This is an optimization exercise on Yosys and OpenROAD, whose aim is small area, a short achievable clock period and few clock cycles per item, not a production implementation. Function was checked by simulation only, so behaviour that the tests miss may differ from the original. Power and IR drop assume default switching activity.

File: flow/design.v
`timescale 1ns/1ps
module doc4_class_therm (
    input  wire [31:0] n,
    output wire [6:0]  ge
);
    genvar c;
    generate
        for (c = 1; c < 8; c = c + 1) begin : g_ge
            assign ge[c-1] = (|n[31:4*c]) | (&n[4*c-1:0]);
        end
    endgenerate
endmodule
module doc4_is_perm (
    input  wire [7:0] p,
    output wire       ok
);
    wire [1:0] p0 = p[1:0];
    wire [1:0] p1 = p[3:2];
    wire [1:0] p2 = p[5:4];
    wire [1:0] p3 = p[7:6];
    assign ok = (p0 != p1) && (p0 != p2) && (p0 != p3) &&
                (p1 != p2) && (p1 != p3) && (p2 != p3);
endmodule
module doc4_perm_codec (
    input  wire [4:0] code,
    output reg  [7:0] p,
    output reg  [7:0] q,
    output wire       valid
);
    wire [1:0] a = code[4:3];
    wire [1:0] b = code[2:1];
    wire       c = code[0];
    reg  [1:0] lo, hi, f0, f1;
    integer    i;
    assign valid = (a != b);
    always @* begin
        case ((a < b) ? {a, b} : {b, a})
            4'b0001: begin lo = 2'd2; hi = 2'd3; end
            4'b0010: begin lo = 2'd1; hi = 2'd3; end
            4'b0011: begin lo = 2'd1; hi = 2'd2; end
            4'b0110: begin lo = 2'd0; hi = 2'd3; end
            4'b0111: begin lo = 2'd0; hi = 2'd2; end
            default: begin lo = 2'd0; hi = 2'd1; end
        endcase
        f0 = c ? hi : lo;
        f1 = c ? lo : hi;
        if (!valid) begin
            p = 8'hE4;
            q = 8'hE4;
        end else begin
            p = {a, b, f1, f0};
            q = 8'h00;
            for (i = 0; i < 4; i = i + 1)
                q[2*p[2*i +: 2] +: 2] = i[1:0];
        end
    end
endmodule
module doc4_sort_order (
    input  wire [127:0] t,
    output reg  [7:0]   o
);
    wire g01 = t[31:0]  > t[63:32];
    wire g02 = t[31:0]  > t[95:64];
    wire g03 = t[31:0]  > t[127:96];
    wire g12 = t[63:32] > t[95:64];
    wire g13 = t[63:32] > t[127:96];
    wire g23 = t[95:64] > t[127:96];
    wire [1:0] r1 = {1'b0, ~g01} + {1'b0, g12} + {1'b0, g13};
    wire [1:0] r2 = {1'b0, ~g02} + {1'b0, ~g12} + {1'b0, g23};
    wire [1:0] r3 = {1'b0, ~g03} + {1'b0, ~g13} + {1'b0, ~g23};
    integer r;
    always @* begin
        o = 8'd0;
        for (r = 0; r < 4; r = r + 1)
            o[2*r +: 2] = ((r1 == r) ? 2'd1 : 2'd0) | ((r2 == r) ? 2'd2 : 2'd0) |
                          ((r3 == r) ? 2'd3 : 2'd0);
    end
endmodule
module doc4_csa #(parameter W = 34) (
    input  wire [W-1:0] a,
    input  wire [W-1:0] b,
    input  wire [W-1:0] c,
    output wire [W-1:0] s,
    output wire [W-1:0] cy
);
    wire [W-1:0] co = (a & b) | (a & c) | (b & c);
    assign s  = a ^ b ^ c;
    assign cy = {co[W-2:0], 1'b0};
endmodule
module doc4_add #(parameter W = 32) (
    input  wire [W-1:0] a,
    input  wire [W-1:0] b,
    input  wire         cin,
    output wire [W-1:0] s,
    output wire         cout
);
    wire [W-1:0] p0 = a ^ b;
    wire [W-1:0] g0 = a & b;
    reg  [W-1:0] G, P, Gn, Pn;
    integer i, d, j;
    always @* begin
        G = {g0[W-1:1], g0[0] | (p0[0] & cin)};
        P = p0;
        for (d = 1; d < W; d = d * 2) begin
            Gn = G;
            Pn = P;
            for (i = 0; i < W; i = i + 1)
                if ((i / d) % 2 == 1) begin
                    j = (i / d) * d - 1;
                    Gn[i] = G[i] | (P[i] & G[j]);
                    Pn[i] = P[i] & P[j];
                end
            G = Gn;
            P = Pn;
        end
    end
    assign s    = p0 ^ {G[W-2:0], cin};
    assign cout = G[W-1];
endmodule
`timescale 1ns/1ps
module doc4_stage1 (
    input  wire [3:0]   op,
    input  wire [127:0] va,
    input  wire [7:0]   pa,
    input  wire [4:0]   code,
    input  wire [2:0]   ka,        
    input  wire [2:0]   kb,        
    output wire [127:0] x,
    output reg  [7:0]   perm,
    output wire [6:0]   tk,
    output wire [3:0]   mode,      
    output wire         err,       
    output wire         wrap1      
);
    localparam [3:0] OP_THR = 4'h0, OP_CLS = 4'h1, OP_SORT = 4'h2, OP_PAPPLY = 4'h3,
                     OP_PENC = 4'h4, OP_PDEC = 4'h5, OP_PINV = 4'h6, OP_DFWD = 4'h7,
                     OP_DINV = 4'h8, OP_HUNPK = 4'hA, OP_ENC = 4'hB, OP_DEC = 4'hC;
    wire is_sum = (op == OP_DINV) | (op == OP_DEC);
    assign mode = {(op == OP_SORT) | (op == OP_PAPPLY) | (op == OP_DFWD) | (op == OP_ENC),
                   op == OP_THR, is_sum, (op == OP_DFWD) | (op == OP_ENC)};
    wire pa_ok;
    doc4_is_perm u_isperm (.p(pa), .ok(pa_ok));
    wire [7:0] pdec, pinv;
    wire       code_ok;
    doc4_perm_codec u_codec (.code(code), .p(pdec), .q(pinv), .valid(code_ok));
    wire [7:0] sorder;
    doc4_sort_order u_sort (.t(va), .o(sorder));
    wire [2:0] k = ((op == OP_DEC) | (op == OP_HUNPK)) ? ka : kb;
    wire [6:0] tkk;
    genvar n;
    generate
        for (n = 0; n < 7; n = n + 1) begin : g_tkk
            assign tkk[n] = (k > n);
        end
    endgenerate
    wire [6:0] ge0, ge1, ge2, ge3;
    doc4_class_therm u_ge0 (.n(va[31:0]),   .ge(ge0));
    doc4_class_therm u_ge1 (.n(va[63:32]),  .ge(ge1));
    doc4_class_therm u_ge2 (.n(va[95:64]),  .ge(ge2));
    doc4_class_therm u_ge3 (.n(va[127:96]), .ge(ge3));
    assign tk = (op == OP_ENC) ? (ge0 & ge1 & ge2 & ge3) :
                ((op == OP_CLS) | (op == OP_DFWD)) ? ge0 : tkk;
    wire [31:0] thr;
    generate
        for (n = 0; n < 32; n = n + 1) begin : g_thr
            if (n < 28) assign thr[n] = tkk[n / 4];
            else        assign thr[n] = 1'b0;
        end
    endgenerate
    wire [33:0] a_s, a_c;
    doc4_csa u_csa (.a({2'd0, va[31:0]}), .b({2'd0, va[63:32]}), .c({2'd0, thr}),
                    .s(a_s), .cy(a_c));
    wire [33:0] h;
    wire        h_co;
    doc4_add #(.W(34)) u_add_h (.a(a_s), .b(a_c), .cin(1'b0), .s(h), .cout(h_co));
    wire [31:0] g;
    wire        g_co;
    doc4_add #(.W(32)) u_add_g (.a(va[95:64]), .b(va[127:96]), .cin(1'b0), .s(g), .cout(g_co));
    assign wrap1 = h[33] | h[32] | g_co;
    assign x = {is_sum ? g : va[127:96], va[95:64], is_sum ? h[31:0] : va[63:32], va[31:0]};
    always @* begin
        case (op)
            OP_SORT, OP_ENC:           perm = sorder;
            OP_PAPPLY, OP_PENC:        perm = pa;
            OP_PINV, OP_DEC:           perm = pinv;
            OP_PDEC:                   perm = pdec;
            default:                   perm = 8'hE4;
        endcase
    end
    assign err = ((op == OP_PAPPLY) | (op == OP_PENC)) ? ~pa_ok : ~code_ok;
endmodule
module doc4_stage2 (
    input  wire [3:0]   op,
    input  wire [127:0] x,
    input  wire [7:0]   perm,
    input  wire [4:0]   code,
    input  wire [6:0]   tk,
    input  wire [3:0]   mode,
    input  wire         err,
    input  wire         wrap1,
    output wire [127:0] vz,
    output reg  [7:0]   pz,
    output reg  [7:0]   bz,
    output reg  [7:0]   cz,
    output reg  [7:0]   st
);
    localparam [3:0] OP_THR = 4'h0, OP_CLS = 4'h1, OP_SORT = 4'h2, OP_PAPPLY = 4'h3,
                     OP_PENC = 4'h4, OP_PDEC = 4'h5, OP_PINV = 4'h6, OP_DFWD = 4'h7,
                     OP_DINV = 4'h8, OP_HPACK = 4'h9, OP_HUNPK = 4'hA, OP_ENC = 4'hB,
                     OP_DEC = 4'hC;
    wire sub    = mode[0];
    wire is_sum = mode[1];
    wire is_thr = mode[2];
    wire en_all = mode[3];
    wire [2:0] k = {tk[3], tk[5] | (tk[1] & ~tk[3]),
                    tk[6] | (tk[4] & ~tk[5]) | (tk[2] & ~tk[3]) | (tk[0] & ~tk[1])};
    wire [31:0] thr;
    genvar n;
    generate
        for (n = 0; n < 32; n = n + 1) begin : g_thr
            if (n < 28) assign thr[n] = tk[n / 4];
            else        assign thr[n] = 1'b0;
        end
    endgenerate
    reg [3:0] sa [0:3];    
    reg [3:0] sb [0:3];    
    integer i, j;
    always @* begin
        for (i = 0; i < 4; i = i + 1) begin
            for (j = 0; j < 4; j = j + 1) begin
                sa[i][j] = (en_all && perm[2*i +: 2] == j) ||
                           (is_sum && (j == 0 ? perm[2*i +: 2] == 0 : j == 1 && perm[2*i +: 2] != 0));
                sb[i][j] = (is_sum && perm[2*i +: 2] == j && j != 1) ||
                           (is_thr && i == 0 && j == 0);
            end
        end
    end
    reg [127:0] a, b;
    always @* begin
        a = 128'd0;
        b = 128'd0;
        for (i = 0; i < 4; i = i + 1) begin
            for (j = 0; j < 4; j = j + 1)
                if (sa[i][j]) a[32*i +: 32] = a[32*i +: 32] | x[32*j +: 32];
            if (sb[i][0]) b[32*i +: 32] = b[32*i +: 32] | thr;
            if (sb[i][2]) b[32*i +: 32] = b[32*i +: 32] | x[95:64];
            if (sb[i][3]) b[32*i +: 32] = b[32*i +: 32] | x[127:96];
            if (sub) b[32*i +: 32] = b[32*i +: 32] | ((i == 0) ? ~thr : ~a[32*(i-1) +: 32]);
        end
    end
    wire [3:0] co;
    genvar l;
    generate
        for (l = 0; l < 4; l = l + 1) begin : g_lane
            doc4_add #(.W(32)) u_add (.a(a[32*l +: 32]), .b(b[32*l +: 32]), .cin(sub),
                                      .s(vz[32*l +: 32]), .cout(co[l]));
        end
    endgenerate
    wire dwrap = ~co[1] | ~co[2] | ~co[3];
    wire swrap = wrap1 | (co[0] & sb[0][3]) | (co[1] & sb[1][3]) |
                         (co[2] & sb[2][3]) | (co[3] & sb[3][3]);
    wire e32 = (a[127:96] == a[95:64]);
    wire e21 = (a[95:64] == a[63:32]);
    reg [7:0] sperm;
    always @* begin
        if (!e32)      sperm = perm;
        else if (!e21) sperm = {perm[5:4], perm[7:6], perm[3:0]};
        else           sperm = {perm[3:2], perm[7:6], perm[5:4], perm[1:0]};
    end
    wire [4:0] penc  = {perm[7:4], perm[1:0] > perm[3:2]};
    wire [4:0] spenc = {sperm[7:4], sperm[1:0] > sperm[3:2]};
    always @* begin
        pz = 8'd0;
        bz = 8'd0;
        cz = 8'd0;
        st = 8'd0;
        case (op)
            OP_CLS:    cz[2:0] = k;
            OP_SORT:   pz = sperm;
            OP_PAPPLY: st[1] = err;
            OP_PENC:   begin bz[4:0] = penc; st[1] = err; end
            OP_PDEC:   begin pz = perm; st[0] = err; end
            OP_PINV:   begin pz = perm; st[0] = err; end
            OP_DFWD:   begin cz[2:0] = k; st[2] = dwrap; end
            OP_DINV:   st[2] = swrap;
            OP_HPACK:  begin bz = {k, code}; st[0] = err; end
            OP_HUNPK:  begin bz[4:0] = code; cz[2:0] = k; st[0] = err; end
            OP_ENC:    begin pz = sperm; cz[2:0] = k; bz = {k, spenc}; end
            OP_DEC:    begin
                pz = perm; bz[4:0] = code; cz[2:0] = k;
                st[0] = err; st[2] = swrap;
            end
            OP_THR:    ;
            default:   st[3] = 1'b1;
        endcase
    end
endmodule
`timescale 1ns/1ps
module doc4_top (
    input  wire         clk,
    input  wire         rst,
    input  wire         in_valid,
    output wire         in_ready,
    input  wire [3:0]   op,
    input  wire [127:0] va,
    input  wire [7:0]   pa,
    input  wire [7:0]   ba,
    input  wire [7:0]   bb,
    output reg          out_valid,
    output reg  [127:0] vz,
    output reg  [7:0]   pz,
    output reg  [7:0]   bz,
    output reg  [7:0]   cz,
    output reg  [7:0]   st
);
    assign in_ready = 1'b1;
    reg         r_valid;
    reg [3:0]   r_op;
    reg [127:0] r_va;
    reg [7:0]   r_pa, r_ba;
    reg [2:0]   r_bb;
    always @(posedge clk) begin
        if (rst) r_valid <= 1'b0;
        else     r_valid <= in_valid;
        r_op <= op;
        r_va <= va;
        r_pa <= pa;
        r_ba <= ba;
        r_bb <= bb[2:0];
    end
    wire [127:0] s1_x;
    wire [7:0]   s1_perm;
    wire [6:0]   s1_tk;
    wire [3:0]   s1_mode;
    wire         s1_err, s1_wrap;
    doc4_stage1 u_s1 (
        .op(r_op), .va(r_va), .pa(r_pa), .code(r_ba[4:0]), .ka(r_ba[7:5]), .kb(r_bb),
        .x(s1_x), .perm(s1_perm), .tk(s1_tk), .mode(s1_mode), .err(s1_err), .wrap1(s1_wrap)
    );
    reg         m_valid;
    reg [3:0]   m_op;
    reg [127:0] m_x;
    reg [7:0]   m_perm;
    reg [4:0]   m_code;
    reg [6:0]   m_tk;
    reg [3:0]   m_mode;
    reg         m_err, m_wrap;
    always @(posedge clk) begin
        if (rst) m_valid <= 1'b0;
        else     m_valid <= r_valid;
        m_op   <= r_op;
        m_x    <= s1_x;
        m_perm <= s1_perm;
        m_code <= r_ba[4:0];
        m_tk   <= s1_tk;
        m_mode <= s1_mode;
        m_err  <= s1_err;
        m_wrap <= s1_wrap;
    end
    wire [127:0] f_vz;
    wire [7:0]   f_pz, f_bz, f_cz, f_st;
    doc4_stage2 u_s2 (
        .op(m_op), .x(m_x), .perm(m_perm), .code(m_code), .tk(m_tk), .mode(m_mode),
        .err(m_err), .wrap1(m_wrap),
        .vz(f_vz), .pz(f_pz), .bz(f_bz), .cz(f_cz), .st(f_st)
    );
    always @(posedge clk) begin
        if (rst) out_valid <= 1'b0;
        else     out_valid <= m_valid;
        vz <= f_vz;
        pz <= f_pz;
        bz <= f_bz;
        cz <= f_cz;
        st <= f_st;
    end
endmodule
File: flow/run.sh
#!/bin/bash
# synth_recipe.tcl (not shown) runs the flow's synth.tcl, then flattens the netlist and writes it again
# the make line also repeats each setting of config.mk as NAME=value (left out here)
make -C /OpenROAD-flow-scripts/flow DESIGN_CONFIG=/design/flow/config.mk WORK_HOME=/design/flow/orfs CLKGATE_MAP_FILE= SYNTH_SCRIPT=/design/flow/synth_recipe.tcl finish
File: flow/config.mk
export PLATFORM = sky130hd
export DESIGN_NAME = doc4_top
export DESIGN_NICKNAME = doc4_top
export VERILOG_FILES = /design/flow/design.v
export SDC_FILE = /design/flow/constraint.sdc
export NUM_CORES = 4
export LEC_CHECK = 0
export CAP_MARGIN = 20
export CORE_MARGIN = 2
export CORE_UTILIZATION = 60
export SLEW_MARGIN = 20
File: flow/constraint.sdc
create_clock -name core_clock -period 22.0 [get_ports {clk}]
set_input_delay 4.4000 -clock core_clock [delete_from_list [all_inputs] [get_ports {clk}]]
set_output_delay 4.4000 -clock core_clock [all_outputs]
set_load 0.01 [all_outputs]
==> out/results.ini, run 1 <==
[status]
outcome=no timing/DRC/antenna violations

[synth]
yosysWarnings=9
avgSynthCellArea_um2=8.70
synth_edf_count=0
ys_types=82
synthesis.area_um2=33900
yosys_most_used_dff=dfxtp_1
instance_count_of_the_mapped_netlist=3892
asyncSetResetFlopFracSynth_pct=0
ys_seq_elements=463
part_of_the_yosys_area_used_for_sequential_elements_pct=27.4

[pwr]
switchingPower_mw=1.15
power.ir.vdd_worst_mv=0.0814
p_per_area_nw_per_um2=79.7
sw_frac_of_total_pct=37.2
internal-power_mw=1.94
comb_power_share_pct=37.9
clock_power_share_pct=27.2
leak_pwr_nw=17.1
sequentialPowerShare_pct=34.9

[route]
avgViaCountPerCell=7.31
initialDrtViolationCount=6230
route.detailed.drc=0
ant_nets=0
drt_pass1_iterations=14
routedWlPerCell_um=28.9
finalWirelength_um=140000
route.vias.total=35384

[cts]
ctsRootBufferMaster=clkbuf_16
cts_inserted_buffers=45
clock_latency_ps=620
cts-hold-fix-buffers=0
post_cts_resized=0
clock_path_buffers=3
tritoncts=done
clock_tree.htree_level_count=2
numClockSinks=463
cts.repair_timing.setup_buffer_count=0
cts.reportedPaths.clkPinSlew_ps=70

[setup_path]
critical_path_arrival_ps=7320
worst_setup_path_start_kind=flop
worstPathMaxFanout=69
r2r_start=m_mode[1]$_DFF_P_
critPathLaunch=m_mode[1]$_DFF_P_
reg2reg_setup_slack_ps=15210
crit-reg2reg-capture=st[2]$_DFF_P_
worst-r2r-cell-count=16
cp-endpoint=st[2]$_DFF_P_
worst-setup-path-type=reg2reg
worst_ep_required_ps=22530
timing.critical_path.to_type=flop

[timing]
final_min_period_over_clock_period_pct=30.9
hold_viol=0
fin_hold_ws_ps=454
setup-tns-final_ps=0
grt_setup_unrepaired=false
slew-limit-headroom_pct=24.1
tightestPinTransition_ps=1110
setup_viol=0
clock_skew_ps=21.9
finalMaxSlewViolations=0
post-route-min-period_ps=6790
fmax_mhz=147

[global_routing]
grt_first_pass_wirelength_um=207000
grt_start_max_net_pins=96
grt_util_all_layers_pct=45.8
globalRoute.totalOverflow=0
grt_pass1_vias=33674
number_of_antenna_violations_at_the_first_check_in_global_routing=5

[die]
core-area_um2=56100
horizontal_extent_of_the_die_um=242
top_level_i_o_count=321
initial_utilization_pct=60.4
die_h_um=242
fp.dieArea_um2=58300
num_rows=87

[hold_path]
hold_class=reg2reg

[finish]
nets=4658
multi_input_combinational_cell_area_um2=22800
layout.cells.most_common_list=dfxtp_1, ha_1, nand2_1
filler_cell_count=4262
drive_above_1_share_pct=6.05
layout.cells.most_common=dfxtp_1
areaGrowthSynthToFinish_pct=14.7
seq_area_um2=9280

[place]
gpl.final_weighted_congestion=1.10
place.port_buffers=305
hpwlAfterDp_um=103000

[flow_run]
max-cap-violations=0

-- flip-flops by register name (all words and copies together), names as in the netlist, 5 cells and up --
register and count:
r_va 128, vz 128, m_code 5, pz 8, bz 8, m_perm 8
m_x 128, r_ba 8, m_tk 7, r_pa 8
-- how the worst min path moves through the flow --
stage / from / endpoint / slack (ps) / cells past startpoint
3_3_place_gp: m_valid$_SDFF_PP0_ / out_valid$_SDFF_PP0_ / 430 / 1
4_1_cts: r_va[65]$_DFF_P_ / m_x[65]$_DFF_P_ / 450 / 0
5_1_grt: r_va[65]$_DFF_P_ / m_x[65]$_DFF_P_ / 460 / 0
6_report: r_valid$_SDFF_PP0_ / m_valid$_SDFF_PP0_ / 450 / 1
3_5_place_dp: r_valid$_SDFF_PP0_ / m_valid$_SDFF_PP0_ / 440 / 1
2_1_floorplan: r_ba[3]$_DFF_P_ / m_code[3]$_DFF_P_ / 330 / 0
-- cell families (layout without fill, tap and decap cells) --
group / Yosys count / count (layout) / share of synthesized area [%]
AOI/OAI and AO/OA: 1336 / 1336 / 28.5
adders and majority gates: 451 / 451 / 18.1
buffers and inverters: 465 / 647 / 5.58
DFF: 463 / 463 / 27.4
other: 2 / 11 / 0.0222
muxes: 102 / 102 / 3.33
and+or+nand+nor: 918 / 918 / 13.1
xor gates and xnor gates: 155 / 155 / 4.01
-- stage by stage --
stage | total power, mW | setup WS (ps) | cell area, um2 | cells | utilization, %
6_report | 3.09 | 15210 | 38800 | 4839 | 69.3
5_1_grt | 3.19 | 15110 | 38800 | 4839 | 69.3
4_1_cts | 3.04 | 15570 | 38800 | 4837 | 69.3
3_5_place_dp | 2.20 | 15610 | 37200 | 4757 | 66.4
3_3_place_gp | 2.16 | 15720 | 37200 | 4757 | 66.4
2_1_floorplan | 1.72 | 17200 | 33900 | 3900 | -
-- power by group through the flow --
| stage | Combinational [mW] | Clock (mW) | Sequential [mW] |
|---|---|---|---|
| after floorplan | 0.654 | 0 | 1.07 |
| after global placement | 1.08 | 0 | 1.08 |
| after detailed placement | 1.11 | 0 | 1.09 |
| after CTS | 1.12 | 0.848 | 1.07 |
| after global routing | 1.23 | 0.880 | 1.09 |
| final | 1.17 | 0.842 | 1.08 |
-- worst max-delay path, cell delays in order, from the launching register on --
cell and delay (ps):
dfxtp_4 950, or2_4 510, buf_4 630, buf_4 710, a32o_1 330, nor2_1 70
inv_1 150, ha_1 160, o211ai_1 90, nor3_1 420, nand3_1 240, a211oi_1 550
a21oi_1 320, o31ai_1 540, a31oi_1 210, or4b_2 660, o221ai_1 90
-- synthesized netlist by cell type, types with 16 or more instances --
cell type | number | area [um2]
dfxtp_1 | 463 | 9270
ha_1 | 386 | 4830
nand2_1 | 311 | 1170
a21oi_1 | 250 | 1250
inv_1 | 215 | 807
nor2_1 | 201 | 754
clkbuf_1 | 178 | 668
o21ai_0 | 165 | 826
a221oi_1 | 120 | 1050
o211ai_1 | 107 | 803
a21o_1 | 104 | 781
o22ai_1 | 104 | 651
xnor2_1 | 93 | 815
nand4_1 | 86 | 538
mux2_2 | 85 | 957
a32oi_1 | 81 | 709
a32o_1 | 80 | 801
nor4_1 | 70 | 438
fa_1 | 64 | 1280
xor2_1 | 62 | 543
o21a_1 | 48 | 360
nor2b_1 | 45 | 282
nand3_1 | 43 | 215
nor3_1 | 38 | 190
a222oi_1 | 35 | 350
a221o_1 | 34 | 340
buf_2 | 30 | 150
a22oi_1 | 29 | 218
and2_1 | 27 | 169
o21bai_1 | 26 | 195
nand2b_1 | 25 | 156
a211oi_1 | 24 | 180
a31oi_1 | 20 | 125
and3_1 | 17 | 106
buf_1 | 17 | 63.8
mux2i_1 | 17 | 170
o211a_1 | 16 | 160
-- area by class of cell --
class	instances	area share, %
multi-input combinational	2972	58.7
sequential	463	23.9
timing repair buffer	350	8.72
clock buffer	60	3.28
tap	756	2.44
inverter	217	2.10
clock inverter	20	0.889
antenna	1	0.00644
-- metal layers --
layer  part of all wire (%)  wire length, um  global-route usage, %
met5                  0.079              110                   1.47
met4                    6.7             9350                   25.0
met3                     16            21800                   17.0
met2                     40            56500                   66.2
met1                     37            52100                   58.7
Testbench counts, summed over its fixed seeds: cycles 24,016, items 24,000.
==> run 2: changes to the inputs <==
==> flow/flow/run.sh (new file) <==
#!/bin/bash
# Standard layout with two changes to how it is made:
#  - ORFS's timing repair aims at a 5.4 ns period (setup margin 16.6 ns on
#    the 22 ns clock) rather than at the clock period;
#  - ports are buffered with sky130_fd_sc_hd__buf_1 (timing repair sizes
#    them up where needed) instead of the delay cell buffer_ports picks.
set -euo pipefail
bash standard.sh SETUP_SLACK_MARGIN=16.6 \
    "BUFFER_PORTS_ARGS=-buffer_cell sky130_fd_sc_hd__buf_1" finish > standard.log 2>&1
==> flow/standard.sh (new file) <==
#!/bin/bash
# synth_recipe.tcl (not shown) runs the flow's synth.tcl, then flattens the netlist and writes it again
# the make line also repeats each setting of config.mk as NAME=value (left out here)
make -C /OpenROAD-flow-scripts/flow DESIGN_CONFIG=/design/flow/config.mk WORK_HOME=/design/flow/orfs CLKGATE_MAP_FILE= SYNTH_SCRIPT=/design/flow/synth_recipe.tcl "${@:-finish}"
--- a/flow/config.mk
+++ b/flow/config.mk
@@ -7,5 +7,5 @@
 export LEC_CHECK = 0
 export CAP_MARGIN = 20
 export CORE_MARGIN = 2
-export CORE_UTILIZATION = 60
+export CORE_UTILIZATION = 40
 export SLEW_MARGIN = 20
removed: flow/run.sh
==> out/results.ini, run 2 <==
[setup_path]
timing.critical_path.to_type=output port  ; was flop
worst-r2r-cell-count=19  ; was 16
critical_path_cell_count=1  ; was 16
critical_path_arrival_ps=1070  ; was 7320 ps
worst-setup-path-type=reg2out  ; was reg2reg
worst_ep_required_ps=17600  ; was 22530 ps
crit_buf_inv=1  ; was 3
timing.critical_path.slowest_stage_cell=dfxtp_2  ; was dfxtp_4
critPathLaunch=vz[127]$_DFF_P_  ; was m_mode[1]$_DFF_P_
crit_family=flip-flops  ; was compound AO/OA/AOI/OAI gates
max_stage_delay_ps=330  ; was 950 ps
r2r_start=m_mode[1]$_DFF_P_  ; unchanged
worst_setup_path_start_kind=flop  ; unchanged
worstPathMaxFanout=1  ; was 69
critical_path.cell_chain=buf_6  ; was or2_4 -> buf_4 -> buf_4 -> a32o_1 -> nor2_1 -> inv_1 -> ha_1 -> o211ai_1 -> nor3_1 -> nand3_1 -> a211oi_1 -> a21oi_1 -> o31ai_1 -> a31oi_1 -> or4b_2 -> o221ai_1

[place]
hpwlAfterDp_um=105000  ; was 103000 um
place.port_buffers=305  ; unchanged
detailedPlace.worstSlack_ps=15530  ; was 15610 ps
gpl.final_weighted_congestion=1.03  ; was 1.10
postPlaceCellArea_um2=35800  ; was 37200 um2

[finish]
post-route-cell-area_um2=38500  ; was 38800 um2
layout.cells.most_common_list=ha_1, dfxtp_1, nand2_1  ; was dfxtp_1, ha_1, nand2_1
layout.cells.most_common=ha_1  ; was dfxtp_1
areaGrowthSynthToFinish_pct=13.6  ; was 14.7%
drive_above_1_share_pct=12.6  ; was 6.05%
top_regs=m_x (128), r_va (128), vz (128)  ; unchanged
filler_cell_count=8196  ; was 4262
antenna-diode-count=0  ; was 1
nets=4674  ; was 4658

[pwr]
power.ir.vdd_worst_mv=0.0568  ; was 0.0814 mV
switchingPower_mw=1.13  ; was 1.15 mW
internal-power_mw=1.91  ; was 1.94 mW
clock_power_share_pct=28.2  ; was 27.2%
sw_frac_of_total_pct=37.1  ; was 37.2%
p_per_area_nw_per_um2=78.9  ; was 79.7 nW/um2
comb_power_share_pct=36.1  ; was 37.9%
report.power.total_mw=3.04  ; was 3.09 mW
sequentialPowerShare_pct=35.7  ; was 34.9%
leak_pwr_nw=17.1  ; about the same

[synth]
synth_compound_gate_area_share_pct=28.5  ; unchanged
instance_count_of_the_mapped_netlist=3892  ; unchanged
synthTopCellsByCount=dfxtp_1, ha_1, nand2_1  ; unchanged
top_cells_by_area_synth=dfxtp_1, ha_1, fa_1  ; unchanged
synth.mux.area_fraction_pct=3.33  ; unchanged
ys_types=82  ; unchanged
yosys_most_used_dff=dfxtp_1  ; unchanged
part_of_the_yosys_area_used_for_sequential_elements_pct=27.4  ; unchanged
asyncSetResetFlopFracSynth_pct=0  ; unchanged
yosysWarnings=9  ; unchanged
synthesis.area_um2=33900  ; unchanged
synth_top_cell_by_area=dfxtp_1  ; unchanged
synth_top_family_by_area=compound AO/OA/AOI/OAI gates  ; unchanged
avgSynthCellArea_um2=8.70  ; unchanged
synth_edf_count=0  ; unchanged
synth_simple_gate_area_share_pct=13.1  ; unchanged
synth_xor_area_share_pct=4.01  ; unchanged
synthMostInstantiatedCell=dfxtp_1  ; unchanged
yosys.area.top_type_share_pct=27.4  ; unchanged
post_synth_fa_ha_maj_area_fraction_pct=18.1  ; unchanged
ys_seq_elements=463  ; unchanged

[route]
route.vias.total=32801  ; was 35384
avgViaCountPerCell=6.26  ; was 7.31
ant_nets=0  ; unchanged
finalWirelength_um=136000  ; was 140000 um
drt_pass1_iterations=8  ; was 14
initialDrtViolationCount=4533  ; was 6230
routedWlPerCell_um=25.9  ; was 28.9 um
route.detailed.drc=0  ; unchanged

[global_routing]
global_route.usage.met3_pct=6.71  ; was 17.0%
number_of_antenna_violations_at_the_first_check_in_global_routing=0  ; was 5
grt_start_max_net_pins=96  ; unchanged
grt_first_pass_wirelength_um=198000  ; was 207000 um
grt_util_all_layers_pct=30.3  ; was 45.8%
globalRoute.totalOverflow=0  ; unchanged
grtUsageMet1_pct=43.3  ; was 58.7%
met2_usage_pct=43.5  ; was 66.2%
grt.busiest_layer=met2  ; unchanged
grt_pass1_vias=30509  ; was 33674

[die]
core-area_um2=83700  ; was 56100 um2
initial_utilization_pct=40.4  ; was 60.4%
horizontal_extent_of_the_die_um=295  ; was 242 um
top_level_i_o_count=321  ; unchanged
die_h_um=295  ; was 242 um
num_rows=106  ; was 87
fp.dieArea_um2=87000  ; was 58300 um2

[cts]
tritoncts=done  ; unchanged
clock_latency_ps=620  ; about the same
ctsRootBufferMaster=clkbuf_16  ; unchanged
cts_inserted_buffers=48  ; was 45
cts.reportedPaths.clkPinSlew_ps=70  ; about the same
clock_tree.htree_level_count=2  ; unchanged
clock_path_buffers=3  ; unchanged
numClockSinks=463  ; unchanged

[timing]
tightestPinTransition_ps=1380  ; was 1110 ps
post-route-min-period_ps=5470  ; was 6790 ps
setup_viol=0  ; unchanged
hold_viol=0  ; unchanged
grt_setup_unrepaired=true  ; was false
finalMaxSlewViolations=0  ; unchanged
clock_skew_ps=23.5  ; was 21.9 ps
final_min_period_over_clock_period_pct=24.8  ; was 30.9%
slew-limit-headroom_pct=8.10  ; was 24.1%
setup-tns-final_ps=0  ; unchanged
setup_slack_after_layout_ps=16530  ; was 15210 ps
fmax_mhz=183  ; was 147 MHz

[hold_path]
hold_path.startpoint=r_va[81]$_DFF_P_  ; was r_valid$_SDFF_PP0_
hold_class=reg2reg  ; unchanged
timing.hold.worst_path_depth=0  ; was 1

[status]
outcome=no timing/DRC/antenna violations  ; unchanged

[flow_run]
max-cap-violations=0  ; unchanged

==> run 2: cell types whose count changed in the layout (fill, tap and decap cells not counted), moves of 3 or more <==
cell,delta
o31ai_2,+3
dfxtp_2,+77
buf_1,+153
buf_2,+79
clkbuf_16,+3
o31ai_1,-4
nor4_1,-3
clkdlybuf4s50_1,-305
buf_6,+80
o21ai_0,-3
dfxtp_1,-77
==> run 2: timing repair <==
item / in CTS / in global routing
endpoints found under the setup margin: 190 / 175
setup buffers: 5 / 1
gates resized for setup: 249 / 99
endpoints found under the hold margin: 0 / 0
pin swaps: 1 / 2
cloned: 0 / 0
hold buffers: 0 / 0
==> run 2: per-stage QoR <==
stage	instances	hold slack (ps)	utilization (%)
6_report	5236	437	46.0
5_1_grt	5236	458	46.0
4_1_cts	5235	437	45.5
3_5_place_dp	5143	423	42.8
3_3_place_gp	5143	419	42.8
2_1_floorplan	3900	329	-
==> run 2: final timing paths <==
kind | slack [ps] | to
min | 440 | m_x[81]$_DFF_P_
max | 16530 | vz[127]
max reg2reg | 16660 | st[2]$_DFF_P_
min reg2reg | 440 | m_x[81]$_DFF_P_
==> run 2: logic make-up (layout without fill, tap and decap cells) <==
family | count (synthesis) | count (layout)
xor gates and xnor gates | 155 | 155
DFF | 463 | 463
and+or+nand+nor | 918 | 918
AOI/OAI and AO/OA | 1336 | 1336
other | 2 | 10
adders and majority gates | 451 | 451
buffers and inverters | 465 | 667
muxes | 102 | 102
==> run 2: power groups by stage <==
stage	clock (mW)	sequential [mW]	combinational (mW)
2_1_floorplan	0	1.07	0.654
3_3_place_gp	0	1.08	0.992
3_5_place_dp	0	1.08	0.995
4_1_cts	0.878	1.07	1.05
5_1_grt	0.910	1.10	1.18
6_report	0.856	1.09	1.10
==> run 2: final cells by class <==
| class | instances | area [um2] | share of cell area [%] |
|---|---|---|---|
| clock buffer | 62 | 1340 | 3.47 |
| multi-input combinational | 2972 | 22900 | 59.6 |
| sequential | 463 | 9370 | 24.4 |
| clock inverter | 25 | 329 | 0.855 |
| tap | 1134 | 1420 | 3.69 |
| timing repair buffer | 363 | 2280 | 5.94 |
| inverter | 217 | 817 | 2.12 |
==> run 2: routing by layer <==
layer | vias to the layer above | share of wire [%]
li1 | 15154 | -
met1 | 15395 | 44
met2 | 1961 | 41
met3 | 291 | 11
met4 | 0 | 4.8
met5 | - | 0
==> run 3: changes to the inputs <==
--- a/flow/config.mk
+++ b/flow/config.mk
@@ -8,4 +8,6 @@
 export CAP_MARGIN = 20
 export CORE_MARGIN = 2
 export CORE_UTILIZATION = 40
+export CTS_CLUSTER_DIAMETER = 150
+export CTS_CLUSTER_SIZE = 30
 export SLEW_MARGIN = 20
==> out/results.ini, run 3 <==
[route]
wl_met2_um=54300  ; was 55200 um
finalWirelength_um=135000  ; was 136000 um
avgViaCountPerCell=6.26  ; about the same
drt_pass1_iterations=10  ; was 8
routedWlPerCell_um=26.0  ; was 25.9 um
route.top_layer_used=met4  ; unchanged
route.detailed.drc=0  ; unchanged
met3RoutedLength_um=14300  ; was 14500 um
ant_nets=0  ; unchanged
initialDrtViolationCount=4411  ; was 4533
wirelength_met1_um=59500  ; about the same
route.vias.total=32408  ; was 32801

[synth]
synthesis.area_um2=33900  ; unchanged
ys_seq_elements=463  ; unchanged
synth_edf_count=0  ; unchanged
yosys.area.top_type_share_pct=27.4  ; unchanged
synthMostInstantiatedCell=dfxtp_1  ; unchanged
part_of_the_yosys_area_used_for_sequential_elements_pct=27.4  ; unchanged
yosysWarnings=9  ; unchanged
top_cells_by_area_synth=dfxtp_1, ha_1, fa_1  ; unchanged
ys_types=82  ; unchanged
instance_count_of_the_mapped_netlist=3892  ; unchanged
yosys_most_used_dff=dfxtp_1  ; unchanged
avgSynthCellArea_um2=8.70  ; unchanged
asyncSetResetFlopFracSynth_pct=0  ; unchanged
synthTopCellsByCount=dfxtp_1, ha_1, nand2_1  ; unchanged
synth_top_cell_by_area=dfxtp_1  ; unchanged

[timing]
slew-limit-headroom_pct=5.33  ; was 8.10%
hold_viol=0  ; unchanged
clock_skew_ps=35.1  ; was 23.5 ps
setup-tns-final_ps=0  ; unchanged
setup_slack_after_layout_ps=16520  ; was 16530 ps
tightestPinTransition_ps=1420  ; was 1380 ps
grt_setup_unrepaired=true  ; unchanged
setup_viol=0  ; unchanged
fmax_mhz=183  ; about the same
final_min_period_over_clock_period_pct=24.9  ; was 24.8%
fin_hold_ws_ps=437  ; about the same
post-route-min-period_ps=5480  ; was 5470 ps
finalMaxSlewViolations=0  ; unchanged

[finish]
antenna-diode-count=0  ; unchanged
finalNonFillerCells=5175  ; was 5236
top_regs=m_x (128), r_va (128), vz (128)  ; unchanged
layout.cells.most_common=dfxtp_1  ; was ha_1
drive_above_1_share_pct=11.3  ; was 12.6%
areaGrowthSynthToFinish_pct=10.4  ; was 13.6%
post-route-cell-area_um2=37400  ; was 38500 um2
layout.cells.most_common_list=dfxtp_1, ha_1, nand2_1  ; was ha_1, dfxtp_1, nand2_1
nets=4646  ; was 4674
fin_util_pct=44.7  ; was 46.0%

[die]
fp.dieArea_um2=87000  ; unchanged
core-area_um2=83700  ; unchanged
num_rows=106  ; unchanged
horizontal_extent_of_the_die_um=295  ; unchanged
die_h_um=295  ; unchanged
initial_utilization_pct=40.4  ; unchanged
top_level_i_o_count=321  ; unchanged

[global_routing]
grt_util_all_layers_pct=29.9  ; was 30.3%
grt_start_max_net_pins=96  ; unchanged
grt_first_pass_wirelength_um=197000  ; was 198000 um
grt_pass1_vias=30152  ; was 30509
number_of_antenna_violations_at_the_first_check_in_global_routing=0  ; unchanged
globalRoute.totalOverflow=0  ; unchanged

[pwr]
power.ir.vdd_worst_mv=0.0786  ; was 0.0568 mV
p_per_area_nw_per_um2=70.4  ; was 78.9 nW/um2
leak_pwr_nw=16.6  ; was 17.1 nW
report.power.total_mw=2.63  ; was 3.04 mW

[setup_path]
worst_ep_required_ps=17600  ; about the same
worstPathMaxFanout=1  ; unchanged
critical_path.cell_chain=buf_6  ; unchanged
crit_buf_inv=1  ; unchanged
timing.critical_path.slowest_stage_cell=dfxtp_2  ; unchanged
worst-setup-path-type=reg2out  ; unchanged
worst_setup_path_start_kind=flop  ; unchanged
crit_family=flip-flops  ; unchanged
critical_path_arrival_ps=1080  ; was 1070 ps
timing.critical_path.to_type=output port  ; unchanged
max_stage_delay_ps=340  ; was 330 ps

[cts]
tritoncts=done  ; unchanged
cts_inserted_buffers=20  ; was 48
cts.reportedPaths.clkPinSlew_ps=110  ; was 70 ps
ctsRootBufferMaster=clkbuf_16  ; unchanged
cts-hold-fix-buffers=0  ; unchanged
numClockSinks=463  ; unchanged
clock_tree.htree_level_count=1  ; was 2
clock_latency_ps=620  ; about the same
clock_path_buffers=3  ; unchanged

[place]
hpwlAfterDp_um=105000  ; unchanged
place_inst=5143  ; unchanged
place.port_buffers=305  ; unchanged
postPlaceCellArea_um2=35800  ; unchanged
gpl.final_weighted_congestion=1.03  ; unchanged
detailedPlace.worstSlack_ps=15530  ; unchanged

[status]
outcome=no timing/DRC/antenna violations  ; unchanged

[hold_path]
hold_class=reg2reg  ; unchanged

[flow_run]
max-cap-violations=0  ; unchanged

run 3: changes by cell type in the layout (fill, tap and decap cells not counted), sizes merged:
cell      previous run  this run
clkinvlp             4         0
clkinv              12         3
inv                220       217
clkbuf              63        24
bufinv               6         0
run 3: cells by family (layout without fill, tap and decap cells):
family | count (synthesis) | after routing | synth area share (%)
other | 2 | 10 | 0.0222
adders and majority gates | 451 | 451 | 18.1
xor gates and xnor gates | 155 | 155 | 4.01
buffers and inverters | 465 | 606 | 5.58
DFF | 463 | 463 | 27.4
muxes | 102 | 102 | 3.33
AOI/OAI and AO/OA | 1336 | 1336 | 28.5
and+or+nand+nor | 918 | 918 | 13.1
run 3: final timing paths:
path / slack [ps] / depth (start not counted) / end / start
setup / recovery: 16520 / 1 / vz[127] / vz[127]$_DFF_P_
hold / removal: 440 / 0 / m_x[81]$_DFF_P_ / r_va[81]$_DFF_P_
setup reg to reg: 16650 / 16 / bz[0]$_DFF_P_ / m_perm[7]$_DFF_P_
hold reg to reg: 440 / 0 / m_x[81]$_DFF_P_ / r_va[81]$_DFF_P_
run 3: layer usage:
metal	track usage [%]	up-vias
met3	6.39	279
met2	42.9	1851
li1	-	15072
met4	12.2	0
met1	43.1	15206
met5	0	-
run 3: power breakdown:
| part | switching, mW | total (mW) | leakage (nW) | internal (mW) |
|---|---|---|---|---|
| Clock | 0.277 | 0.458 | 0.291 | 0.181 |
| Combinational | 0.650 | 1.09 | 12.4 | 0.441 |
| Sequential | 0.120 | 1.08 | 3.91 | 0.962 |
| Total | 1.05 | 2.63 | 16.6 | 1.58 |
run 3: cell type report:
| type | count | area (um2) |
|---|---|---|
| Clock buffer | 23 | 543 |
| Clock inverter | 3 | 52.6 |
| Fill cell | 8297 | 46300 |
| Inverter | 217 | 817 |
| Multi-Input combinational cell | 2972 | 22900 |
| Sequential cell | 463 | 9370 |
| Tap cell | 1134 | 1420 |
| Timing Repair Buffer | 363 | 2260 |
run 3: timing repair:
item | in CTS | in global routing
endpoints found under the setup margin | 191 | 173
pin swaps | 1 | 3
setup buffers | 5 | 1
cloned | 0 | 0
resized for setup | 247 | 97
==> run 4: changes to the inputs <==
--- a/flow/design.v
+++ b/flow/design.v
@@ -59,12 +59,13 @@
     input  wire [127:0] t,
     output reg  [7:0]   o
 );
-    wire g01 = t[31:0]  > t[63:32];
-    wire g02 = t[31:0]  > t[95:64];
-    wire g03 = t[31:0]  > t[127:96];
-    wire g12 = t[63:32] > t[95:64];
-    wire g13 = t[63:32] > t[127:96];
-    wire g23 = t[95:64] > t[127:96];
+    wire g01, g02, g03, g12, g13, g23;
+    doc4_gt u_g01 (.a(t[31:0]),  .b(t[63:32]),  .gt(g01));
+    doc4_gt u_g02 (.a(t[31:0]),  .b(t[95:64]),  .gt(g02));
+    doc4_gt u_g03 (.a(t[31:0]),  .b(t[127:96]), .gt(g03));
+    doc4_gt u_g12 (.a(t[63:32]), .b(t[95:64]),  .gt(g12));
+    doc4_gt u_g13 (.a(t[63:32]), .b(t[127:96]), .gt(g13));
+    doc4_gt u_g23 (.a(t[95:64]), .b(t[127:96]), .gt(g23));
     wire [1:0] r1 = {1'b0, ~g01} + {1'b0, g12} + {1'b0, g13};
     wire [1:0] r2 = {1'b0, ~g02} + {1'b0, ~g12} + {1'b0, g23};
     wire [1:0] r3 = {1'b0, ~g03} + {1'b0, ~g13} + {1'b0, ~g23};
@@ -117,25 +118,38 @@
     assign s    = p0 ^ {G[W-2:0], cin};
     assign cout = G[W-1];
 endmodule
+module doc4_gt (
+    input  wire [31:0] a,
+    input  wire [31:0] b,
+    output reg         gt
+);
+    integer i;
+    always @* begin
+        gt = 1'b0;
+        for (i = 0; i < 32; i = i + 1)
+            gt = (a[i] & ~b[i]) | (~(a[i] ^ b[i]) & gt);
+    end
+endmodule
 `timescale 1ns/1ps
 module doc4_stage1 (
     input  wire [3:0]   op,
+    input  wire         is_sum,    
     input  wire [127:0] va,
     input  wire [7:0]   pa,
     input  wire [4:0]   code,
-    input  wire [2:0]   ka,        
-    input  wire [2:0]   kb,        
+    input  wire [2:0]   k,         
     output wire [127:0] x,
     output reg  [7:0]   perm,
     output wire [6:0]   tk,
     output wire [3:0]   mode,      
+    output reg  [15:0]  sa,        
+    output reg  [11:0]  sb,        
     output wire         err,       
     output wire         wrap1      
 );
     localparam [3:0] OP_THR = 4'h0, OP_CLS = 4'h1, OP_SORT = 4'h2, OP_PAPPLY = 4'h3,
                      OP_PENC = 4'h4, OP_PDEC = 4'h5, OP_PINV = 4'h6, OP_DFWD = 4'h7,
                      OP_DINV = 4'h8, OP_HUNPK = 4'hA, OP_ENC = 4'hB, OP_DEC = 4'hC;
-    wire is_sum = (op == OP_DINV) | (op == OP_DEC);
     assign mode = {(op == OP_SORT) | (op == OP_PAPPLY) | (op == OP_DFWD) | (op == OP_ENC),
                    op == OP_THR, is_sum, (op == OP_DFWD) | (op == OP_ENC)};
     wire pa_ok;
@@ -145,7 +159,6 @@
     doc4_perm_codec u_codec (.code(code), .p(pdec), .q(pinv), .valid(code_ok));
     wire [7:0] sorder;
     doc4_sort_order u_sort (.t(va), .o(sorder));
-    wire [2:0] k = ((op == OP_DEC) | (op == OP_HUNPK)) ? ka : kb;
     wire [6:0] tkk;
     genvar n;
     generate
@@ -163,21 +176,23 @@
     wire [31:0] thr;
     generate
         for (n = 0; n < 32; n = n + 1) begin : g_thr
-            if (n < 28) assign thr[n] = tkk[n / 4];
+            if (n < 28) assign thr[n] = tkk[n / 4] & is_sum;
             else        assign thr[n] = 1'b0;
         end
     endgenerate
+    wire [31:0] m0 = va[31:0]  & {32{is_sum}};
+    wire [31:0] m2 = va[95:64] & {32{is_sum}};
     wire [33:0] a_s, a_c;
-    doc4_csa u_csa (.a({2'd0, va[31:0]}), .b({2'd0, va[63:32]}), .c({2'd0, thr}),
+    doc4_csa u_csa (.a({2'd0, m0}), .b({2'd0, va[63:32]}), .c({2'd0, thr}),
                     .s(a_s), .cy(a_c));
     wire [33:0] h;
     wire        h_co;
     doc4_add #(.W(34)) u_add_h (.a(a_s), .b(a_c), .cin(1'b0), .s(h), .cout(h_co));
     wire [31:0] g;
     wire        g_co;
-    doc4_add #(.W(32)) u_add_g (.a(va[95:64]), .b(va[127:96]), .cin(1'b0), .s(g), .cout(g_co));
+    doc4_add #(.W(32)) u_add_g (.a(m2), .b(va[127:96]), .cin(1'b0), .s(g), .cout(g_co));
     assign wrap1 = h[33] | h[32] | g_co;
-    assign x = {is_sum ? g : va[127:96], va[95:64], is_sum ? h[31:0] : va[63:32], va[31:0]};
+    assign x = {g, va[95:64], h[31:0], va[31:0]};
     always @* begin
         case (op)
             OP_SORT, OP_ENC:           perm = sorder;
@@ -188,6 +203,17 @@
         endcase
     end
     assign err = ((op == OP_PAPPLY) | (op == OP_PENC)) ? ~pa_ok : ~code_ok;
+    integer i, j;
+    always @* begin
+        for (i = 0; i < 4; i = i + 1) begin
+            for (j = 0; j < 4; j = j + 1)
+                sa[4*i+j] = (mode[3] && perm[2*i +: 2] == j) ||
+                            (is_sum && (j == 0 ? perm[2*i +: 2] == 0 : j == 1 && perm[2*i +: 2] != 0));
+            sb[3*i+0] = (is_sum && perm[2*i +: 2] == 0) || (mode[2] && i == 0);
+            sb[3*i+1] = is_sum && perm[2*i +: 2] == 2;
+            sb[3*i+2] = is_sum && perm[2*i +: 2] == 3;
+        end
+    end
 endmodule
 module doc4_stage2 (
     input  wire [3:0]   op,
@@ -196,6 +222,8 @@
     input  wire [4:0]   code,
     input  wire [6:0]   tk,
     input  wire [3:0]   mode,
+    input  wire [15:0]  sa,
+    input  wire [11:0]  sb,
     input  wire         err,
     input  wire         wrap1,
     output wire [127:0] vz,
@@ -209,9 +237,6 @@
                      OP_DINV = 4'h8, OP_HPACK = 4'h9, OP_HUNPK = 4'hA, OP_ENC = 4'hB,
                      OP_DEC = 4'hC;
     wire sub    = mode[0];
-    wire is_sum = mode[1];
-    wire is_thr = mode[2];
-    wire en_all = mode[3];
     wire [2:0] k = {tk[3], tk[5] | (tk[1] & ~tk[3]),
                     tk[6] | (tk[4] & ~tk[5]) | (tk[2] & ~tk[3]) | (tk[0] & ~tk[1])};
     wire [31:0] thr;
@@ -222,29 +247,17 @@
             else        assign thr[n] = 1'b0;
         end
     endgenerate
-    reg [3:0] sa [0:3];    
-    reg [3:0] sb [0:3];    
     integer i, j;
-    always @* begin
-        for (i = 0; i < 4; i = i + 1) begin
-            for (j = 0; j < 4; j = j + 1) begin
-                sa[i][j] = (en_all && perm[2*i +: 2] == j) ||
-                           (is_sum && (j == 0 ? perm[2*i +: 2] == 0 : j == 1 && perm[2*i +: 2] != 0));
-                sb[i][j] = (is_sum && perm[2*i +: 2] == j && j != 1) ||
-                           (is_thr && i == 0 && j == 0);
-            end
-        end
-    end
     reg [127:0] a, b;
     always @* begin
         a = 128'd0;
         b = 128'd0;
         for (i = 0; i < 4; i = i + 1) begin
             for (j = 0; j < 4; j = j + 1)
-                if (sa[i][j]) a[32*i +: 32] = a[32*i +: 32] | x[32*j +: 32];
-            if (sb[i][0]) b[32*i +: 32] = b[32*i +: 32] | thr;
-            if (sb[i][2]) b[32*i +: 32] = b[32*i +: 32] | x[95:64];
-            if (sb[i][3]) b[32*i +: 32] = b[32*i +: 32] | x[127:96];
+                if (sa[4*i+j]) a[32*i +: 32] = a[32*i +: 32] | x[32*j +: 32];
+            if (sb[3*i+0]) b[32*i +: 32] = b[32*i +: 32] | thr;
+            if (sb[3*i+1]) b[32*i +: 32] = b[32*i +: 32] | x[95:64];
+            if (sb[3*i+2]) b[32*i +: 32] = b[32*i +: 32] | x[127:96];
             if (sub) b[32*i +: 32] = b[32*i +: 32] | ((i == 0) ? ~thr : ~a[32*(i-1) +: 32]);
         end
     end
@@ -257,8 +270,8 @@
         end
     endgenerate
     wire dwrap = ~co[1] | ~co[2] | ~co[3];
-    wire swrap = wrap1 | (co[0] & sb[0][3]) | (co[1] & sb[1][3]) |
-                         (co[2] & sb[2][3]) | (co[3] & sb[3][3]);
+    wire swrap = wrap1 | (co[0] & sb[2]) | (co[1] & sb[5]) |
+                         (co[2] & sb[8]) | (co[3] & sb[11]);
     wire e32 = (a[127:96] == a[95:64]);
     wire e21 = (a[95:64] == a[63:32]);
     reg [7:0] sperm;
@@ -316,26 +329,31 @@
     assign in_ready = 1'b1;
     reg         r_valid;
     reg [3:0]   r_op;
+    reg         r_sum;       
     reg [127:0] r_va;
-    reg [7:0]   r_pa, r_ba;
-    reg [2:0]   r_bb;
+    reg [7:0]   r_pa;
+    reg [4:0]   r_code;
+    reg [2:0]   r_k;
     always @(posedge clk) begin
         if (rst) r_valid <= 1'b0;
         else     r_valid <= in_valid;
         r_op <= op;
+        r_sum <= (op == 4'h8) | (op == 4'hC);
         r_va <= va;
         r_pa <= pa;
-        r_ba <= ba;
-        r_bb <= bb[2:0];
+        r_code <= ba[4:0];
+        r_k <= (op == 4'hC || op == 4'hA) ? ba[7:5] : bb[2:0];
     end
     wire [127:0] s1_x;
     wire [7:0]   s1_perm;
     wire [6:0]   s1_tk;
     wire [3:0]   s1_mode;
+    wire [15:0]  s1_sa;
+    wire [11:0]  s1_sb;
     wire         s1_err, s1_wrap;
     doc4_stage1 u_s1 (
-        .op(r_op), .va(r_va), .pa(r_pa), .code(r_ba[4:0]), .ka(r_ba[7:5]), .kb(r_bb),
-        .x(s1_x), .perm(s1_perm), .tk(s1_tk), .mode(s1_mode), .err(s1_err), .wrap1(s1_wrap)
+        .op(r_op), .is_sum(r_sum), .va(r_va), .pa(r_pa), .code(r_code), .k(r_k),
+        .x(s1_x), .perm(s1_perm), .tk(s1_tk), .mode(s1_mode), .sa(s1_sa), .sb(s1_sb), .err(s1_err), .wrap1(s1_wrap)
     );
     reg         m_valid;
     reg [3:0]   m_op;
@@ -344,6 +362,8 @@
     reg [4:0]   m_code;
     reg [6:0]   m_tk;
     reg [3:0]   m_mode;
+    reg [15:0]  m_sa;
+    reg [11:0]  m_sb;
     reg         m_err, m_wrap;
     always @(posedge clk) begin
         if (rst) m_valid <= 1'b0;
@@ -351,16 +371,18 @@
         m_op   <= r_op;
         m_x    <= s1_x;
         m_perm <= s1_perm;
-        m_code <= r_ba[4:0];
+        m_code <= r_code;
         m_tk   <= s1_tk;
         m_mode <= s1_mode;
+        m_sa   <= s1_sa;
+        m_sb   <= s1_sb;
         m_err  <= s1_err;
         m_wrap <= s1_wrap;
     end
     wire [127:0] f_vz;
     wire [7:0]   f_pz, f_bz, f_cz, f_st;
     doc4_stage2 u_s2 (
-        .op(m_op), .x(m_x), .perm(m_perm), .code(m_code), .tk(m_tk), .mode(m_mode),
+        .op(m_op), .x(m_x), .perm(m_perm), .code(m_code), .tk(m_tk), .mode(m_mode), .sa(m_sa), .sb(m_sb),
         .err(m_err), .wrap1(m_wrap),
         .vz(f_vz), .pz(f_pz), .bz(f_bz), .cz(f_cz), .st(f_st)
     );
--- a/flow/config.mk
+++ b/flow/config.mk
@@ -8,6 +8,6 @@
 export CAP_MARGIN = 20
 export CORE_MARGIN = 2
 export CORE_UTILIZATION = 40
-export CTS_CLUSTER_DIAMETER = 150
-export CTS_CLUSTER_SIZE = 30
+export CTS_CLUSTER_DIAMETER = 120
+export CTS_CLUSTER_SIZE = 24
 export SLEW_MARGIN = 20
==> out/results.ini, run 4 <==
[status]
outcome=no timing/DRC/antenna violations  ; unchanged

[timing]
fin_hold_ws_ps=437  ; about the same
finalMaxSlewViolations=0  ; unchanged
hold_viol=0  ; unchanged
final_min_period_over_clock_period_pct=24.9  ; about the same
post-route-min-period_ps=5480  ; about the same
fmax_mhz=183  ; about the same
tightestPinTransition_ps=950  ; was 1420 ps
setup-tns-final_ps=0  ; unchanged
grt_setup_unrepaired=true  ; unchanged
setup_viol=0  ; unchanged
slew-limit-headroom_pct=36.5  ; was 5.33%
clock_skew_ps=26.6  ; was 35.1 ps

[setup_path]
critical_path_arrival_ps=1080  ; about the same
critical_path.cell_chain=buf_6  ; unchanged
worst_ep_required_ps=17600  ; about the same
max_stage_delay_ps=360  ; was 340 ps
timing.critical_path.to_type=output port  ; unchanged
crit_family=flip-flops  ; unchanged
worstPathMaxFanout=1  ; unchanged
worst_setup_path_start_kind=flop  ; unchanged
timing.critical_path.slowest_stage_cell=dfxtp_2  ; unchanged
crit_buf_inv=1  ; unchanged
worst-setup-path-type=reg2out  ; unchanged
reg2reg_setup_slack_ps=16840  ; was 16650 ps

[place]
postPlaceCellArea_um2=32500  ; was 35800 um2
gpl.final_weighted_congestion=0.966  ; was 1.03
hpwlAfterDp_um=83000  ; was 105000 um
place.port_buffers=305  ; unchanged

[synth]
synthesis.area_um2=30600  ; was 33900 um2
synthTopCellsByCount=dfxtp_1, ha_1, a22oi_1  ; was dfxtp_1, ha_1, nand2_1
avgSynthCellArea_um2=9.05  ; was 8.70 um2
synth_top_cell_by_area=dfxtp_1  ; unchanged
instance_count_of_the_mapped_netlist=3385  ; was 3892
yosysWarnings=8  ; was 9
ys_seq_elements=486  ; was 463
top_cells_by_area_synth=dfxtp_1, ha_1, a22oi_1  ; was dfxtp_1, ha_1, fa_1
yosys_most_used_dff=dfxtp_1  ; unchanged
yosys.area.top_type_share_pct=31.8  ; was 27.4%
asyncSetResetFlopFracSynth_pct=0  ; unchanged
synth_edf_count=0  ; unchanged
part_of_the_yosys_area_used_for_sequential_elements_pct=31.8  ; was 27.4%
ys_types=85  ; was 82
synthMostInstantiatedCell=dfxtp_1  ; unchanged

[die]
initial_utilization_pct=40.4  ; about the same
fp.dieArea_um2=78800  ; was 87000 um2
die_h_um=281  ; was 295 um
num_rows=101  ; was 106
top_level_i_o_count=321  ; unchanged
horizontal_extent_of_the_die_um=281  ; was 295 um
core-area_um2=75800  ; was 83700 um2

[cts]
ctsRootBufferMaster=clkbuf_16  ; unchanged
tritoncts=done  ; unchanged
cts_inserted_buffers=27  ; was 20
cts.repair_timing.setup_buffer_count=0  ; was 5
clock_tree.htree_level_count=1  ; unchanged
clock_path_buffers=3  ; unchanged
cts.reportedPaths.clkPinSlew_ps=90  ; was 110 ps
cts-hold-fix-buffers=0  ; unchanged
numClockSinks=486  ; was 463
clock_latency_ps=620  ; about the same
post_cts_resized=214  ; was 247

[global_routing]
grt_start_max_net_pins=86  ; was 96
grt_util_all_layers_pct=25.3  ; was 29.9%
grt_first_pass_wirelength_um=153000  ; was 197000 um
grt_pass1_vias=25110  ; was 30152
number_of_antenna_violations_at_the_first_check_in_global_routing=0  ; unchanged
globalRoute.totalOverflow=0  ; unchanged

[route]
route.vias.total=26989  ; was 32408
ant_nets=0  ; unchanged
finalWirelength_um=104000  ; was 135000 um
routedWlPerCell_um=22.8  ; was 26.0 um
avgViaCountPerCell=5.94  ; was 6.26
drt_pass1_iterations=13  ; was 10
initialDrtViolationCount=3508  ; was 4411
route.detailed.drc=0  ; unchanged

[pwr]
p_per_area_nw_per_um2=75.0  ; was 70.4 nW/um2
power.ir.vdd_worst_mv=0.0616  ; was 0.0786 mV
leak_pwr_nw=15.6  ; was 16.6 nW
report.power.total_mw=2.55  ; was 2.63 mW

[finish]
top_regs=m_x (128), r_va (128), vz (128)  ; unchanged
nets=4161  ; was 4646
post-route-cell-area_um2=34000  ; was 37400 um2
layout.cells.most_common=dfxtp_1  ; unchanged
antenna-diode-count=0  ; unchanged
drive_above_1_share_pct=8.67  ; was 11.3%
areaGrowthSynthToFinish_pct=11.0  ; was 10.4%
filler_cell_count=7475  ; was 8297
layout.cells.most_common_list=dfxtp_1, ha_1, a22oi_1  ; was dfxtp_1, ha_1, nand2_1

[hold_path]
hold_class=reg2reg  ; unchanged

[flow_run]
max-cap-violations=0  ; unchanged

run 4: cell count changes after synthesis, moves of 51 or more:
cell / previous run / this run
a21oi_1: 250 / 102
a22oi_1: 29 / 259
a221oi_1: 120 / 15
o22ai_1: 104 / 17
a222oi_1: 35 / 86
mux2_2: 85 / 4
nand2_1: 311 / 231
a32oi_1: 81 / 2
o211ai_1: 107 / 24
a32o_1: 80 / 0
xor2_1: 62 / 115
run 4: layer usage:
metal | vias to the layer above | global-route usage [%] | part of all wire, %
li1 | 12859 | - | -
met1 | 12713 | 38.5 | 47
met2 | 1299 | 37.5 | 41
met3 | 118 | 3.22 | 8.8
met4 | 0 | 6.47 | 2.6
met5 | - | 0 | 0
run 4: worst paths after layout:
check | from | end | cells after the start
max | vz[127]$_DFF_P_ | vz[127] | 1
min | r_va[94]$_DFF_P_ | m_x[94]$_DFF_P_ | 0
max reg2reg | m_mode[0]$_DFF_P_ | st[2]$_DFF_P_ | 16
min reg2reg | r_va[94]$_DFF_P_ | m_x[94]$_DFF_P_ | 0
run 4: power by group:
| part | switching, mW | leakage [nW] | internal (mW) |
|---|---|---|---|
| Sequential | 0.124 | 4.09 | 1.02 |
| Clock | 0.311 | 0.401 | 0.253 |
| Combinational | 0.491 | 11.1 | 0.349 |
| Total | 0.927 | 15.6 | 1.62 |
run 4: logic make-up (layout without fill, tap and decap cells):
logic type                 after synthesis  count (layout)  share of synthesized area (%)
xor gates and xnor gates               211             211                           6.03
DFF                                    486             486                           31.8
adders and majority gates              444             444                           19.7
buffers and inverters                  399             570                           5.04
muxes                                   11              11                          0.376
and+or+nand+nor                        782             782                           12.4
AOI/OAI and AO/OA                     1050            1050                           24.7
other                                    2              10                         0.0245
run 4: area by class of cell:
type	instances	area, um2	area share (%)
clock buffer	28	679	2.00
clock inverter	7	145	0.427
inverter	197	741	2.18
multi-input combinational	2508	19400	57.1
sequential	486	9810	28.9
tap	978	1220	3.60
timing repair buffer	338	1970	5.80
run 4: through the flow:
stage | setup WS [ps] | std cells | util, %
after floorplan | 16890 | 3393 | -
after global placement | 16360 | 4507 | 42.8
after detailed placement | 16340 | 4507 | 42.8
after CTS | 16460 | 4542 | 44.5
after global routing | 16470 | 4542 | 44.8
final | 16520 | 4542 | 44.8
Testbench counts of run 4, summed over its fixed seeds: cycles 24,016, items 24,000.
==> run 5: changes to the inputs <==
==> flow/flow/run.sh (replaced) <==
#!/bin/bash
# Standard layout with two changes to how it is made:
#  - ORFS's timing repair aims at a 5.6 ns period (setup margin 16.4 ns on
#    the 22 ns clock) rather than at the clock period;
#  - ports are buffered with sky130_fd_sc_hd__buf_1 (timing repair sizes
#    them up where needed) instead of the delay cell buffer_ports picks.
set -euo pipefail
bash standard.sh SETUP_SLACK_MARGIN=16.4 \
    "BUFFER_PORTS_ARGS=-buffer_cell sky130_fd_sc_hd__buf_1" finish > standard.log 2>&1
==> out/results.ini, run 5 <==
[synth]
yosys.area.top_type_share_pct=31.8  ; unchanged
part_of_the_yosys_area_used_for_sequential_elements_pct=31.8  ; unchanged
yosysWarnings=8  ; unchanged
yosys_most_used_dff=dfxtp_1  ; unchanged
synthesis.area_um2=30600  ; unchanged
synth_edf_count=0  ; unchanged
top_cells_by_area_synth=dfxtp_1, ha_1, a22oi_1  ; unchanged
instance_count_of_the_mapped_netlist=3385  ; unchanged
ys_types=85  ; unchanged
ys_seq_elements=486  ; unchanged
avgSynthCellArea_um2=9.05  ; unchanged
asyncSetResetFlopFracSynth_pct=0  ; unchanged
synth_top_cell_by_area=dfxtp_1  ; unchanged
synthTopCellsByCount=dfxtp_1, ha_1, a22oi_1  ; unchanged
synthMostInstantiatedCell=dfxtp_1  ; unchanged

[timing]
clock_skew_ps=28.0  ; was 26.6 ps
slew-limit-headroom_pct=36.9  ; was 36.5%
tightestPinTransition_ps=943  ; was 950 ps
final_min_period_over_clock_period_pct=25.1  ; was 24.9%
setup_viol=0  ; unchanged
hold_viol=0  ; unchanged
fmax_mhz=181  ; was 183 MHz
post-route-min-period_ps=5520  ; was 5480 ps
finalMaxSlewViolations=0  ; unchanged
setup-tns-final_ps=0  ; unchanged
grt_setup_unrepaired=false  ; was true

[setup_path]
r2r_start=m_sa[4]$_DFF_P_  ; was m_mode[0]$_DFF_P_
worst-setup-path-type=reg2out  ; unchanged
worst_ep_required_ps=17600  ; about the same
timing.critical_path.slowest_stage_cell=dfxtp_1  ; was dfxtp_2
worst-r2r-cell-count=17  ; was 16
worst_setup_path_start_kind=flop  ; unchanged
crit_family=flip-flops  ; unchanged
critical_path_arrival_ps=1120  ; was 1080 ps
max_stage_delay_ps=360  ; about the same
timing.critical_path.to_type=output port  ; unchanged
worstPathMaxFanout=1  ; unchanged
critical_path.cell_chain=buf_1  ; was buf_6
reg2reg_setup_slack_ps=16810  ; was 16840 ps
crit_buf_inv=1  ; unchanged
crit-reg2reg-capture=st[2]$_DFF_P_  ; unchanged

[finish]
nets=4161  ; unchanged
areaGrowthSynthToFinish_pct=8.82  ; was 11.0%
layout.cells.most_common=dfxtp_1  ; unchanged
filler_cell_count=7564  ; was 7475
finalNonFillerCells=4542  ; unchanged
layout.cells.most_common_list=dfxtp_1, ha_1, buf_1  ; was dfxtp_1, ha_1, a22oi_1
antenna-diode-count=0  ; unchanged
drive_above_1_share_pct=2.78  ; was 8.67%
top_regs=m_x (128), r_va (128), vz (128)  ; unchanged

[die]
top_level_i_o_count=321  ; unchanged
num_rows=101  ; unchanged
die_h_um=281  ; unchanged
initial_utilization_pct=40.4  ; unchanged
fp.dieArea_um2=78800  ; unchanged
horizontal_extent_of_the_die_um=281  ; unchanged
core-area_um2=75800  ; unchanged

[hold_path]
hold_path.startpoint=r_va[94]$_DFF_P_  ; unchanged
hold_class=reg2reg  ; unchanged
timing.hold.worst_path_depth=0  ; unchanged
timing.hold.worst_endpoint=m_x[94]$_DFF_P_  ; unchanged

[cts]
clock_latency_ps=620  ; about the same
cts.reportedPaths.clkPinSlew_ps=90  ; about the same
numClockSinks=486  ; unchanged
clock_tree.htree_level_count=1  ; unchanged
cts-hold-fix-buffers=0  ; unchanged
cts.repair_timing.setup_buffer_count=0  ; unchanged
clock_path_buffers=3  ; unchanged
tritoncts=done  ; unchanged
ctsRootBufferMaster=clkbuf_16  ; unchanged
cts_inserted_buffers=27  ; unchanged

[status]
outcome=no timing/DRC/antenna violations  ; unchanged

[pwr]
leak_pwr_nw=15.0  ; was 15.6 nW
p_per_area_nw_per_um2=74.2  ; was 75.0 nW/um2
power.ir.vdd_worst_mv=0.0613  ; was 0.0616 mV

[place]
place_inst=4507  ; unchanged
hpwlAfterDp_um=83000  ; unchanged
place.port_buffers=305  ; unchanged
gpl.final_weighted_congestion=0.966  ; unchanged

[global_routing]
grt_start_max_net_pins=86  ; unchanged
globalRoute.totalOverflow=0  ; unchanged
grt_first_pass_wirelength_um=153000  ; about the same
grt_pass1_vias=25077  ; was 25110
grt_util_all_layers_pct=25.3  ; about the same
number_of_antenna_violations_at_the_first_check_in_global_routing=0  ; unchanged

[route]
drt_pass1_iterations=12  ; was 13
finalWirelength_um=104000  ; about the same
route.vias.total=27011  ; was 26989
ant_nets=0  ; unchanged
route.detailed.drc=0  ; unchanged
avgViaCountPerCell=5.95  ; was 5.94
routedWlPerCell_um=22.8  ; about the same
initialDrtViolationCount=3318  ; was 3508

[flow_run]
max-cap-violations=0  ; unchanged

==> run 5: cell counts after synthesis <==
Identical to the previous run, type by type.
==> run 5: area by class of cell <==
type | count | area [um2] | area share [%]
multi-input cells | 2508 | 19400 | 58.2
flip-flops and latches | 486 | 9730 | 29.2
repair buffers | 338 | 1400 | 4.19
well taps | 978 | 1220 | 3.67
inverters | 197 | 741 | 2.22
clock buffers | 28 | 679 | 2.04
clock inverters | 7 | 145 | 0.436
==> run 5: what timing repair did <==
item,in CTS,in global routing
hold endpoints to repair,0,0
setup endpoints to repair,4,6
gates resized for setup,4,5
pin swaps,0,0
==> run 5: kinds of logic after synthesis <==
logic type,share of synthesized area (%)
AOI/OAI and AO/OA,24.7
and+or+nand+nor,12.4
DFF,31.8
adders and majority gates,19.7
buffers and inverters,5.04
xor gates and xnor gates,6.03
muxes,0.376
other,0.0245
==> run 5: stage by stage <==
step | area (um2) | setup slack [ps] | power, mW | hold slack (ps) | util [%]
final | 33300 | 16480 | 2.47 | 439 | 44.0
after global routing | 33300 | 16410 | 2.61 | 445 | 44.0
after CTS | 33300 | 16410 | 2.48 | 431 | 43.9
after detailed placement | 32500 | 16340 | 1.91 | 415 | 42.8
after global placement | 32500 | 16360 | 1.91 | 413 | 42.8
after floorplan | 30700 | 16890 | 1.61 | 329 | -
==> run 5: how the worst max path moves through the flow <==
| stage | start | endpoint | slack, ps | depth (start not counted) |
|---|---|---|---|---|
| after floorplan | op[1] | r_k[0]$_DFF_P_ | 16890 | 3 |
| after global placement | op[1] | r_k[2]$_DFF_P_ | 16360 | 4 |
| after detailed placement | op[1] | r_k[0]$_DFF_P_ | 16340 | 4 |
| after CTS | vz[102]$_DFF_P_ | vz[102] | 16410 | 1 |
| after global routing | vz[102]$_DFF_P_ | vz[102] | 16410 | 1 |
| final | vz[33]$_DFF_P_ | vz[33] | 16480 | 1 |
==> run 5: routing by layer <==
layer	wire, um	vias to the layer above	GRT usage [%]	share of wire, %
met5	0	-	0	0
met2	42600	1351	37.4	41
li1	-	12848	-	-
met3	9410	146	3.21	9.1
met1	48700	12666	38.4	47
met4	2810	0	6.49	2.7
==> run 5: where the power goes <==
| group | switching, mW | total (mW) | internal [mW] | leakage (nW) |
|---|---|---|---|---|
| registers | 0.118 | 1.13 | 1.01 | 4.08 |
| clock network | 0.311 | 0.564 | 0.253 | 0.401 |
| logic | 0.491 | 0.778 | 0.287 | 10.5 |

Setup slack of run 5, layout unchanged: 16.476 ns with ideal ports, 16.407 ns with driving cells assumed (clock clkbuf_16, inputs buf_2), 16.408 ns with port delays also shifted by the 0.679 ns mid clock arrival.
